Source: an optimization exercise on an open RTL-to-GDS flow (aim: small area). Production flows keep margins and buffers that such runs may drop.
At most, simulation tests tie the RTL to the original design; equivalence was not proved.
Power and IR drop assume default switching activity.

Setup of run a:
// raiden_core
module raiden_core (
    input  wire        clk,
    input  wire        rst,
    input  wire        req_valid,
    input  wire        req_we,
    input  wire [7:0]  req_addr,
    input  wire [31:0] req_wdata,
    output wire        rsp_valid,
    output wire [31:0] rsp_rdata,
    output wire        rsp_err,
    input  wire [7:0]  trig_in,
    input  wire        uart_rx,
    output wire        out_o,
    output wire        out_oe,
    output wire        outn_o,
    output wire        outn_oe,
    output wire        armed_o,
    output wire        fired_o,
    output wire [15:0] pull_o
);
For scale: ~1,400 cells after synthesis, about 440 flip-flops, ~110 I/O pins, about 0.018 mm² of cells after synthesis.
==> flow/config.mk <==
export PLATFORM = sky130hd
export DESIGN_NAME = raiden_core
export DESIGN_NICKNAME = raiden_core
export VERILOG_FILES = /design/flow/design.v
export SDC_FILE = /design/flow/constraint.sdc
export NUM_CORES = 4
export LEC_CHECK = 0
export CAP_MARGIN = 20
export CORE_MARGIN = 2
export CORE_UTILIZATION = 40
export SLEW_MARGIN = 40
==> flow/constraint.sdc <==
create_clock -name core_clock -period 10.0 [get_ports {clk}]
set_input_delay 2.0000 -clock core_clock [delete_from_list [all_inputs] [get_ports {clk}]]
set_output_delay 2.0000 -clock core_clock [all_outputs]
set_load 0.01 [all_outputs]
standard.sh (not shown) runs the stock make flow with config.mk's settings and CLKGATE_MAP_FILE= SYNTH_SCRIPT=/design/flow/synth_recipe.tcl, a recipe that flattens the netlist after the stock synthesis.
==> flow/flow/run.sh <==
#!/bin/bash
# Standard layout with three changes: ABC maps the logic with an
# area-oriented script (flow/area.abc, via flow/synth.tcl which wraps the standard flow's
# own synthesis script); port buffers use the smallest buffer cell; the clock
# tree is built from clkbuf_4 (sink clusters of up to 8) with no dummy loads.
set -euo pipefail
export MY_ABC_SCRIPT="$PWD/flow/area.abc"
export FLOW_SYNTH_TCL="$PWD/synth_recipe.tcl"
bash standard.sh SYNTH_SCRIPT="$PWD/flow/synth.tcl" \
  BUFFER_PORTS_ARGS="-buffer_cell sky130_fd_sc_hd__buf_1" \
  CTS_ARGS="-sink_clustering_enable -repair_clock_nets -dont_use_dummy_load -buf_list sky130_fd_sc_hd__clkbuf_4 -sink_clustering_size 8 -sink_clustering_max_diameter 60" \
  finish > flow_standard.log 2>&1
==> flow/flow/area.abc <==
&get -n
&st
&dc2
&dch -f
&nf -R 1000
&st
&dc2
&dch -f
&nf -R 1000
&put
topo
dnsize -c
==> flow/flow/synth.tcl <==
# The standard synthesis script (synth_recipe.tcl), with the ABC logic
# mapping run from flow/area.abc (an area-oriented script) instead of
# ORFS's speed script. Flip-flop mapping, flattening and naming are unchanged.
proc abc {args} {
  set i [lsearch -exact $args -script]
  if {$i >= 0} {
    lset args [expr {$i + 1}] $::env(MY_ABC_SCRIPT)
  }
  yosys abc {*}$args
}
source $::env(FLOW_SYNTH_TCL)
Input changes introduced in run b (baseline for comparison: run a):
- a change of SLEW_MARGIN from 40 to 20
Findings:
To summarise run b: no stage aborted, but the layout did not pass its checks, failing on slew limit. In the reports for run b and run a, the smaller area fraction of clock buffers and clock inverters belongs to run a. Min global-route usage across run b and run a: run a. The run showing the greater post-route fraction of the period consumed by the critical path is run a. Looking at run b and run a, the cell area is a wash. Sequential group share of total power (run b over run a): decrease, 0.7 points. Power consumption, run b and run a, lower one = run a. Detailed placement HPWL: run b lower than run a. Headroom to the max-slew limit in run b is 44 points lower than in run a.
No run of this note included a check of the RTL's function; only the layout flow was run.

========
run A:
raiden_core, a different RTL version from the one above (not shown whole).
Size in the first run: roughly 440 flip-flops, roughly 19000 µm² of cells after synthesis.
==> flow/config.mk <==
export PLATFORM = sky130hd
export DESIGN_NAME = raiden_core
export DESIGN_NICKNAME = raiden_core
export VERILOG_FILES = /design/flow/design.v
export SDC_FILE = /design/flow/constraint.sdc
export NUM_CORES = 4
export LEC_CHECK = 0
export CAP_MARGIN = 20
export CORE_MARGIN = 2
export CORE_UTILIZATION = 40
export GPL_TIMING_DRIVEN = 0
export SLEW_MARGIN = 20
==> flow/constraint.sdc <==
create_clock -name core_clock -period 10.0 [get_ports {clk}]
set_input_delay 2.0000 -clock core_clock [delete_from_list [all_inputs] [get_ports {clk}]]
set_output_delay 2.0000 -clock core_clock [all_outputs]
set_load 0.01 [all_outputs]
==> flow/flow/run.sh <==
#!/bin/bash
# Standard layout with three changes: ABC maps the logic with an
# area-oriented script (flow/area.abc, via flow/synth.tcl which wraps the standard flow's
# own synthesis script); port buffers use the smallest buffer cell; the clock
# tree is built from clkbuf_4/clkbuf_8 with no dummy loads.
set -euo pipefail
export MY_ABC_SCRIPT="$PWD/flow/area.abc"
export FLOW_SYNTH_TCL="$PWD/synth_recipe.tcl"
bash standard.sh SYNTH_SCRIPT="$PWD/flow/synth.tcl" \
  BUFFER_PORTS_ARGS="-buffer_cell sky130_fd_sc_hd__buf_1" \
  CTS_ARGS="-sink_clustering_enable -repair_clock_nets -dont_use_dummy_load -buf_list {sky130_fd_sc_hd__clkbuf_4 sky130_fd_sc_hd__clkbuf_8} -sink_clustering_size 12 -sink_clustering_max_diameter 40" \
  finish > flow_standard.log 2>&1
Scripts as last shown in full above: flow/flow/area.abc, flow/flow/synth.tcl
Input changes introduced in run B (baseline for comparison: run A):
- GPL_TIMING_DRIVEN: 0 -> unset
==> flow/flow/run.sh <==
#!/bin/bash
# Standard layout with three changes: ABC maps the logic with an
# area-oriented script (flow/area.abc, via flow/synth.tcl which wraps the standard flow's
# own synthesis script); port buffers use the smallest buffer cell; the clock
# tree is built from clkbuf_4 with no dummy loads.
set -euo pipefail
export MY_ABC_SCRIPT="$PWD/flow/area.abc"
export FLOW_SYNTH_TCL="$PWD/synth_recipe.tcl"
bash standard.sh SYNTH_SCRIPT="$PWD/flow/synth.tcl" \
  BUFFER_PORTS_ARGS="-buffer_cell sky130_fd_sc_hd__buf_1" \
  CTS_ARGS="-sink_clustering_enable -repair_clock_nets -dont_use_dummy_load -buf_list sky130_fd_sc_hd__clkbuf_4 -sink_clustering_size 10 -sink_clustering_max_diameter 60" \
  finish > flow_standard.log 2>&1
## What came out
- Relative to run A, signed area change from the synthesized netlist to the final layout has gone down in run B.
- Sort run A and run B by met1 wire length, descending, and run B comes first.
- Run B vs. run A: synthesized area shows no meaningful change; setup slack of the critical path after layout increased 590 ps; final standard cell area without fillers now smaller; wire length of the first global-routing pass +about 0.32%; number of cells on the worst reg-to-reg path moved up.
Input-level comparison between run C and run B:
- changing CORE_UTILIZATION from 40 to 65
==> flow/flow/run.sh <==
#!/bin/bash
# Standard layout with three changes: ABC maps the logic with an
# area-oriented script (flow/area.abc, via flow/synth.tcl which wraps the standard flow's
# own synthesis script); port buffers use the smallest buffer cell; the clock
# tree is built from clkbuf_4 (sink clusters of up to 8) with no dummy loads.
set -euo pipefail
export MY_ABC_SCRIPT="$PWD/flow/area.abc"
export FLOW_SYNTH_TCL="$PWD/synth_recipe.tcl"
bash standard.sh SYNTH_SCRIPT="$PWD/flow/synth.tcl" \
  BUFFER_PORTS_ARGS="-buffer_cell sky130_fd_sc_hd__buf_1" \
  CTS_ARGS="-sink_clustering_enable -repair_clock_nets -dont_use_dummy_load -buf_list sky130_fd_sc_hd__clkbuf_4 -sink_clustering_size 8 -sink_clustering_max_diameter 60" \
  finish > flow_standard.log 2>&1
--- outcome ---
Summary of run C over run B: static leakage now sits higher; met3 usage in global routing now larger; per-cell via count in the routed design went up.
Summary — total track usage, run C relative to run B: higher, by 13 points.
Fraction of final layout cells sized beyond drive strength 1 sits higher in run C than in run B.
Delta(number of DRC markers after the initial detailed-route iteration, run C - run B) > 0
Diff run B -> run C | count of nets after finishing | increase of about 0.64%
Re fraction of power spent switching nets: run C is 0.49 points down on run B.

========
raiden_core again, from the RTL that the note above started with.
==> flow/design.v (excerpt) <==
module raiden_core (
    input  wire        clk,
    input  wire        rst,
    input  wire        req_valid,
    input  wire        req_we,
    input  wire [7:0]  req_addr,
    input  wire [31:0] req_wdata,
    output wire        rsp_valid,
    output wire [31:0] rsp_rdata,
    output wire        rsp_err,
    input  wire [7:0]  trig_in,
    input  wire        uart_rx,
    output wire        out_o,
    output wire        out_oe,
    output wire        outn_o,
    output wire        outn_oe,
    output wire        armed_o,
    output wire        fired_o,
    output wire [15:0] pull_o
);
clock: 10.0 ns
lec_check: 0
cap_margin: 20
core_margin: 2
core_utilization: 40
slew_margin: 20
==> flow/flow/run.sh <==
#!/bin/bash
# Standard layout with three changes: ABC maps the logic with an
# area-oriented script (flow/area.abc, via flow/synth.tcl which wraps the standard flow's
# own synthesis script); port buffers use the smallest buffer cell; the clock
# tree is built from clkbuf_4 with no dummy loads.
set -euo pipefail
export MY_ABC_SCRIPT="$PWD/flow/area.abc"
export FLOW_SYNTH_TCL="$PWD/synth_recipe.tcl"
bash standard.sh SYNTH_SCRIPT="$PWD/flow/synth.tcl" \
  BUFFER_PORTS_ARGS="-buffer_cell sky130_fd_sc_hd__buf_1" \
  CTS_ARGS="-sink_clustering_enable -repair_clock_nets -dont_use_dummy_load -buf_list sky130_fd_sc_hd__clkbuf_4 -sink_clustering_size 9 -sink_clustering_max_diameter 45" \
  finish > flow_standard.log 2>&1
Scripts as last shown in full above: flow/flow/area.abc, flow/flow/synth.tcl
Change:
--- a/flow/flow/run.sh
+++ b/flow/flow/run.sh
@@ -9,4 +9,4 @@
 bash standard.sh SYNTH_SCRIPT="$PWD/flow/synth.tcl" \
   BUFFER_PORTS_ARGS="-buffer_cell sky130_fd_sc_hd__buf_1" \
-  CTS_ARGS="-sink_clustering_enable -repair_clock_nets -dont_use_dummy_load -buf_list sky130_fd_sc_hd__clkbuf_4 -sink_clustering_size 9 -sink_clustering_max_diameter 45" \
+  CTS_ARGS="-sink_clustering_enable -repair_clock_nets -dont_use_dummy_load -buf_list sky130_fd_sc_hd__clkbuf_4 -sink_clustering_size 10 -sink_clustering_max_diameter 30" \
   finish > flow_standard.log 2>&1
The new run finished with timing, DRC and antenna clean.
Setup slack gains 9.6 ps.
Hold slack loses 18 ps.
Total power goes up by 5.0%.
Sequential cell count is unchanged.
Global-route usage goes up by 0.27 points.
Clock-buffer cell count goes up by 27.
Sequential power hardly moves.
Maximum frequency barely changes.
Register-to-register slack stays flat.
Change:
==> flow/flow/run.sh (replaced) <==
#!/bin/bash
# Standard layout with three changes: ABC maps the logic with an
# area-oriented script (flow/area.abc, via flow/synth.tcl which wraps the standard flow's
# own synthesis script); port buffers use the smallest buffer cell; the clock
# tree is built from clkbuf_4 (sink clusters of up to 8) with no dummy loads.
set -euo pipefail
export MY_ABC_SCRIPT="$PWD/flow/area.abc"
export FLOW_SYNTH_TCL="$PWD/synth_recipe.tcl"
bash standard.sh SYNTH_SCRIPT="$PWD/flow/synth.tcl" \
  BUFFER_PORTS_ARGS="-buffer_cell sky130_fd_sc_hd__buf_1" \
  CTS_ARGS="-sink_clustering_enable -repair_clock_nets -dont_use_dummy_load -buf_list sky130_fd_sc_hd__clkbuf_4 -sink_clustering_size 10 -sink_clustering_max_diameter 40" \
  finish > flow_standard.log 2>&1
CORE_UTILIZATION = 65   (was 40)
Effect:
- The changed run completed with no timing, DRC or antenna violations
- fmax went up slightly
- cell area falls by a few percent
- clock skew barely changes
- critical path depth stays the same
- routed wire length goes down by a few percent
- combinational power is higher slightly
- power shrinks by a few percent
- via count is higher slightly
- utilization climbs by 26 points

-- port drivers added, routing unchanged --
No port has a modelled driver above. Below, the same layouts with a new extraction and two added sets of constraints. Step 1 sets driving cells, clkbuf_16 on the clock port and buf_2 on the other inputs (assumed; they add their load-dependent delay and slew). Step 2, shift: input delay + t, output delay - t, t = (earliest + latest rising clock arrival at the registers) / 2. This alone moves slack from input paths to output paths. Three values: ideal ports, drivers, drivers and shift; two values: the first two.
| run | shift t [ns] | slack for setup (ns) | worst setup path after step 2 |
|---|---|---|---|
| run a of note 1 | 0.849 | 2.580 / 2.580 / 2.580 | register to register |
| run b of note 1 | 0.782 | 2.646 / 2.646 / 2.646 | register to register |
| run A of note 2 | 0.673 | 0.921 / 0.921 / 0.921 | register to register |
| run B of note 2 | 0.797 | 1.508 / 1.508 / 1.508 | register to register |
| run C of note 2 | 0.762 | 1.564 / 1.564 / 1.564 | register to register |
| the first run of note 3 | 0.796 | 1.462 / 1.462 / 1.462 | register to register |
| the second run of note 3 | 0.813 | 1.472 / 1.472 / 1.472 | register to register |
| the third run of note 3 | 0.764 | 1.624 / 1.624 / 1.624 | register to register |
